This design comes from an exercise in tuning for small area on the open sky130 flow, not from production work. The RTL was checked by simulation tests, not by an equivalence proof against the original design. The clock port is modelled as an ideal driver; clocking choices that lean on that would not hold on a real chip. Power is estimated from default activity; no workload was simulated.

// triple_codec
module triple_codec (
    input  wire         clk,
    input  wire         rst,
    input  wire         tx_valid,
    output wire         tx_ready,
    input  wire         tx_fd,
    input  wire [7:0]   tx_channel,
    input  wire [31:0]  tx_id,
    input  wire         tx_ext,
    input  wire         tx_rtr,
    input  wire         tx_brs,
    input  wire         tx_esi,
    input  wire [7:0]   tx_len,
    input  wire [511:0] tx_data,
    output wire         txo_valid,
    input  wire         txo_ready,
    output wire [7:0]   txo_byte,
    output wire         txo_last,
    output wire         tx_err_valid,
    output wire [1:0]   tx_err_code,
    input  wire         rx_in_valid,
    input  wire [7:0]   rx_in_byte,
    output wire         rx_valid,
    output wire [2:0]   rx_kind,
    output wire [7:0]   rx_info,
    output wire [7:0]   rx_raw_len,
    output wire [7:0]   rx_ulen,
    output wire [6:0]   rx_channel,
    output wire [31:0]  rx_id,
    output wire         rx_ext,
    output wire         rx_rtr,
    output wire         rx_brs,
    output wire         rx_esi,
    output wire [6:0]   rx_len,
    output wire [511:0] rx_data,
    output wire         rx_overflow
);
export LEC_CHECK = 0
export CAP_MARGIN = 20
export CORE_MARGIN = 2
export CORE_UTILIZATION = 36
export CTS_BUF_LIST = sky130_fd_sc_hd__clkbuf_16
export CTS_CLUSTER_DIAMETER = 80
export CTS_CLUSTER_SIZE = 30
export SLEW_MARGIN = 20
create_clock -name core_clock -period 10.0 [get_ports {clk}]
standard.sh (not shown) runs the stock make flow with config.mk's settings and CLKGATE_MAP_FILE= SYNTH_SCRIPT=/design/flow/synth_recipe.tcl, a recipe that flattens the netlist after the stock synthesis.
==> flow/flow/run.sh <==
#!/bin/bash
# Standard ORFS layout, with the port buffers made of the smallest buffer
# cell (sky130_fd_sc_hd__buf_1) instead of the cell buffer_ports picks
# by default, and clock tree synthesis characterized for a lower slew
# target with larger sink clusters.
set -euo pipefail
export BUFFER_PORTS_ARGS="-buffer_cell sky130_fd_sc_hd__buf_1"
export PRE_CTS_TCL="$(pwd)/flow/cts_pre.tcl"
export CTS_ARGS="-sink_clustering_enable -repair_clock_nets -sink_clustering_size 30 -sink_clustering_max_diameter 80 -buf_list sky130_fd_sc_hd__clkbuf_16"
bash standard.sh > standard.log 2>&1
==> flow/flow/cts_pre.tcl <==
configure_cts_characterization -max_slew 0.08
Edit:
==> flow/flow/run.sh (replaced) <==
#!/bin/bash
# Standard ORFS layout, with the port buffers made of the smallest buffer
# cell (sky130_fd_sc_hd__buf_1) instead of the cell buffer_ports picks
# by default. Everything else is the standard flow's own flow (standard.sh).
set -euo pipefail
export BUFFER_PORTS_ARGS="-buffer_cell sky130_fd_sc_hd__buf_1"
bash standard.sh > standard.log 2>&1
Settings changed: CORE_ASPECT_RATIO from default to 0.5, CORE_UTILIZATION 36 to 42, CTS_CLUSTER_DIAMETER 80 to 70, CTS_CLUSTER_SIZE 30 to 28.
removed: flow/flow/cts_pre.tcl
After rerunning: Final cell count came out lower by 4.0%. Cell area came out lower by about 0.9%. Combinational power stays flat.

========
Another version of the RTL of triple_codec (not shown whole).
Size: about 2,100 cells after synthesis, ~43,000 um^2 of cells after synthesis.
// triple_codec
module triple_codec (
    input  wire         clk,
    input  wire         rst,
    input  wire         tx_valid,
    output wire         tx_ready,
    input  wire         tx_fd,
    input  wire [7:0]   tx_channel,
    input  wire [31:0]  tx_id,
    input  wire         tx_ext,
    input  wire         tx_rtr,
    input  wire         tx_brs,
    input  wire         tx_esi,
    input  wire [7:0]   tx_len,
    input  wire [511:0] tx_data,
    output wire         txo_valid,
    input  wire         txo_ready,
    output wire [7:0]   txo_byte,
    output wire         txo_last,
    output wire         tx_err_valid,
    output wire [1:0]   tx_err_code,
    input  wire         rx_in_valid,
    input  wire [7:0]   rx_in_byte,
    output wire         rx_valid,
    output wire [2:0]   rx_kind,
    output wire [7:0]   rx_info,
    output wire [7:0]   rx_raw_len,
    output wire [7:0]   rx_ulen,
    output wire [6:0]   rx_channel,
    output wire [31:0]  rx_id,
    output wire         rx_ext,
    output wire         rx_rtr,
    output wire         rx_brs,
    output wire         rx_esi,
    output wire [6:0]   rx_len,
    output wire [511:0] rx_data,
    output wire         rx_overflow
);
clock: 10.0 ns
lec_check: 0
cap_margin: 20
core_margin: 2
core_utilization: 65
cts_buf_list: sky130_fd_sc_hd__clkbuf_16
cts_cluster_diameter: 80
cts_cluster_size: 30
slew_margin: 20
==> flow/flow/run.sh <==
#!/bin/bash
# Standard ORFS layout, with the port buffers made of the smallest buffer
# cell (sky130_fd_sc_hd__buf_1) instead of the cell buffer_ports picks
# by default. Everything else is the standard flow's own flow (standard.sh).
set -euo pipefail
export BUFFER_PORTS_ARGS="-buffer_cell sky130_fd_sc_hd__buf_1"
bash standard.sh > standard.log 2>&1
The first run did not get past I/O pin placement (3_2_place_iop).
==> next run, changes <==
- CORE_UTILIZATION: 65 -> 40
- CTS_CLUSTER_DIAMETER: 80 -> 60
- CTS_CLUSTER_SIZE: 30 -> 24
Result: With this change the flow passed the timing, design-rule and antenna checks. Synthesized cell count is unchanged. Area after synthesis stays the same.
==> next run, changes <==
- CTS_CLUSTER_DIAMETER: 60 -> 80
- CTS_CLUSTER_SIZE: 24 -> 30
=> Cell count falls by 1.9%. Via count falls by 1.5%. Register-to-register slack gets worse by 0.06 ns. Power falls by 9.9%.
==> next run, changes <==
==> flow/flow/run.sh (replaced) <==
#!/bin/bash
# Standard ORFS layout, with the port buffers made of the smallest buffer
# cell (sky130_fd_sc_hd__buf_1) instead of the cell buffer_ports picks
# by default, and clock tree synthesis with larger sink clusters and
# buffers inserted along long trunk wires.
set -euo pipefail
export BUFFER_PORTS_ARGS="-buffer_cell sky130_fd_sc_hd__buf_1"
export CTS_ARGS="-sink_clustering_enable -repair_clock_nets -sink_clustering_size 30 -sink_clustering_max_diameter 80 -buf_list sky130_fd_sc_hd__clkbuf_16 -distance_between_buffers 60"
bash standard.sh > standard.log 2>&1
Sequential share of layout area hardly moves; via count climbs by about 0.32%; cell area is about the same; wire length barely changes; total power stays flat; worst hold slack is about the same.
==> next run, changes <==
==> flow/flow/run.sh (replaced) <==
#!/bin/bash
# Standard ORFS layout, with the port buffers made of the smallest buffer
# cell (sky130_fd_sc_hd__buf_1) instead of the cell buffer_ports picks
# by default. Everything else is the standard flow's own flow (standard.sh).
set -euo pipefail
export BUFFER_PORTS_ARGS="-buffer_cell sky130_fd_sc_hd__buf_1"
bash standard.sh > standard.log 2>&1
- CAP_MARGIN: 20 -> 0
- SLEW_MARGIN: 20 -> 0
Effect: Sequential power barely changes; clock power stays flat; wire length barely changes.

========
triple_codec with an RTL version that a note above also has.
Size in the first run: roughly 1,200 flip-flops, about 1,200 I/O pins.
## triple_codec
module triple_codec (
    input  wire         clk,
    input  wire         rst,
    input  wire         tx_valid,
    output wire         tx_ready,
    input  wire         tx_fd,
    input  wire [7:0]   tx_channel,
    input  wire [31:0]  tx_id,
    input  wire         tx_ext,
    input  wire         tx_rtr,
    input  wire         tx_brs,
    input  wire         tx_esi,
    input  wire [7:0]   tx_len,
    input  wire [511:0] tx_data,
    output wire         txo_valid,
    input  wire         txo_ready,
    output wire [7:0]   txo_byte,
    output wire         txo_last,
    output wire         tx_err_valid,
    output wire [1:0]   tx_err_code,
    input  wire         rx_in_valid,
    input  wire [7:0]   rx_in_byte,
    output wire         rx_valid,
    output wire [2:0]   rx_kind,
    output wire [7:0]   rx_info,
    output wire [7:0]   rx_raw_len,
    output wire [7:0]   rx_ulen,
    output wire [6:0]   rx_channel,
    output wire [31:0]  rx_id,
    output wire         rx_ext,
    output wire         rx_rtr,
    output wire         rx_brs,
    output wire         rx_esi,
    output wire [6:0]   rx_len,
    output wire [511:0] rx_data,
    output wire         rx_overflow
);
    triple_tx #(.CHANNEL_COUNT(112)) u_tx (
        .clk          (clk),
        .rst          (rst),
        .tx_valid     (tx_valid),
        .tx_ready     (tx_ready),
        .tx_fd        (tx_fd),
        .tx_channel   (tx_channel),
        .tx_id        (tx_id),
        .tx_ext       (tx_ext),
        .tx_rtr       (tx_rtr),
        .tx_brs       (tx_brs),
        .tx_esi       (tx_esi),
        .tx_len       (tx_len),
        .tx_data      (tx_data),
        .txo_valid    (txo_valid),
        .txo_ready    (txo_ready),
        .txo_byte     (txo_byte),
  ...
==> flow/config.mk <==
export PLATFORM = sky130hd
export DESIGN_NAME = triple_codec
export DESIGN_NICKNAME = triple_codec
export VERILOG_FILES = /design/flow/design.v
export SDC_FILE = /design/flow/constraint.sdc
export NUM_CORES = 4
export LEC_CHECK = 0
export CAP_MARGIN = 20
export CORE_MARGIN = 2
export CORE_UTILIZATION = 38
export CTS_BUF_LIST = sky130_fd_sc_hd__clkbuf_16
export CTS_CLUSTER_DIAMETER = 80
export CTS_CLUSTER_SIZE = 30
export SLEW_MARGIN = 20
==> flow/constraint.sdc <==
create_clock -name core_clock -period 10.0 [get_ports {clk}]
set_input_delay 2.0000 -clock core_clock [delete_from_list [all_inputs] [get_ports {clk}]]
set_output_delay 2.0000 -clock core_clock [all_outputs]
set_load 0.01 [all_outputs]
==> flow/flow/run.sh <==
#!/bin/bash
# Standard ORFS layout, with the port buffers made of the smallest buffer
# cell (sky130_fd_sc_hd__buf_1) instead of the cell buffer_ports picks
# by default. Everything else is the standard flow's own flow (standard.sh).
set -euo pipefail
export BUFFER_PORTS_ARGS="-buffer_cell sky130_fd_sc_hd__buf_1"
bash standard.sh > standard.log 2>&1
The starting point ran to the end with no violations.
Rerun with:
--- a/flow/config.mk
+++ b/flow/config.mk
@@ -8,0 +9 @@
+export CORE_ASPECT_RATIO = 0.4
@@ -10 +11 @@
-export CORE_UTILIZATION = 38
+export CORE_UTILIZATION = 45
What happened: Maximum frequency goes up by 2.7%. Die area goes down by 15%. Design area goes down by 0.79%. Flip-flop and latch count does not change. Clock skew goes down by 13 ps. Combinational power hardly moves.
Rerun with:
--- a/flow/config.mk
+++ b/flow/config.mk
@@ -9 +8,0 @@
-export CORE_ASPECT_RATIO = 0.4
@@ -11 +10 @@
-export CORE_UTILIZATION = 45
+export CORE_UTILIZATION = 40
Outcome: This time the run did not get past 3_2_place_iop. Synthesized cell count stays the same. Area after synthesis stays the same.
Rerun with:
--- a/flow/config.mk
+++ b/flow/config.mk
@@ -10 +10 @@
-export CORE_UTILIZATION = 40
+export CORE_UTILIZATION = 36
The changed run finished clean.
Area after synthesis is unchanged.
Synthesized cell count is unchanged.
Rerun with:
--- a/flow/flow/run.sh
+++ b/flow/flow/run.sh
@@ -4 +4,2 @@
-# by default. Everything else is the standard flow's own flow (standard.sh).
+# by default, and clock tree synthesis with clkbuf_16 trunk buffers and
+# clkbuf_8 sink-cluster buffers.
@@ -6,0 +8 @@
+export CTS_ARGS="-sink_clustering_enable -repair_clock_nets -sink_clustering_size 16 -sink_clustering_max_diameter 50 -buf_list sky130_fd_sc_hd__clkbuf_16 -sink_clustering_buffer sky130_fd_sc_hd__clkbuf_8"
What happened: Via count goes up by 2.0%. Total power goes up by 3.9%. Clock-buffer cell count goes up by 54. Wire length goes up by 0.76%. Die area does not change. Worst setup slack gets better by 66 ps.

==> port drivers added, routing unchanged <==
Ports are ideal in the flow. The routed layouts listed here were re-timed in OpenROAD.
Step 1 (the two cells are an assumption about what drives the block):
set clk [get_ports {clk}]
set_driving_cell -lib_cell sky130_fd_sc_hd__clkbuf_16 $clk
set_driving_cell -lib_cell sky130_fd_sc_hd__buf_2 [delete_from_list [all_inputs] $clk]
Step 2, shift: input delay + t, output delay - t, t = (earliest + latest rising clock arrival at the registers) / 2. This alone moves slack from input paths to output paths.
Slacks: ideal / step 1 / step 2; pairs: ideal / step 1.
run	t (ns)	setup slack, ns	worst slew at a driven data input, ns
the first run of note 1	0.738	2.883 / 2.815 / 3.553	0.17
the second run of note 1	0.728	3.162 / 3.093 / 3.821	0.23
the second run of note 2	0.753	2.921 / 2.851 / 3.604	0.23
the third run of note 2	0.740	2.874 / 2.807 / 3.547	0.26
the fourth run of note 2	0.799	2.839 / 2.769 / 3.568	0.27
the fifth run of note 2	0.739	2.855 / 2.788 / 3.527	0.26
the first run of note 3	0.722	2.984 / 2.916 / 3.638	0.21
the second run of note 3	0.726	3.168 / 3.086 / 3.811	0.17
the fourth run of note 3	0.738	2.883 / 2.815 / 3.553	0.17
the fifth run of note 3	0.711	2.949 / 2.880 / 3.591	0.17
After both steps every run listed still meets setup and hold.
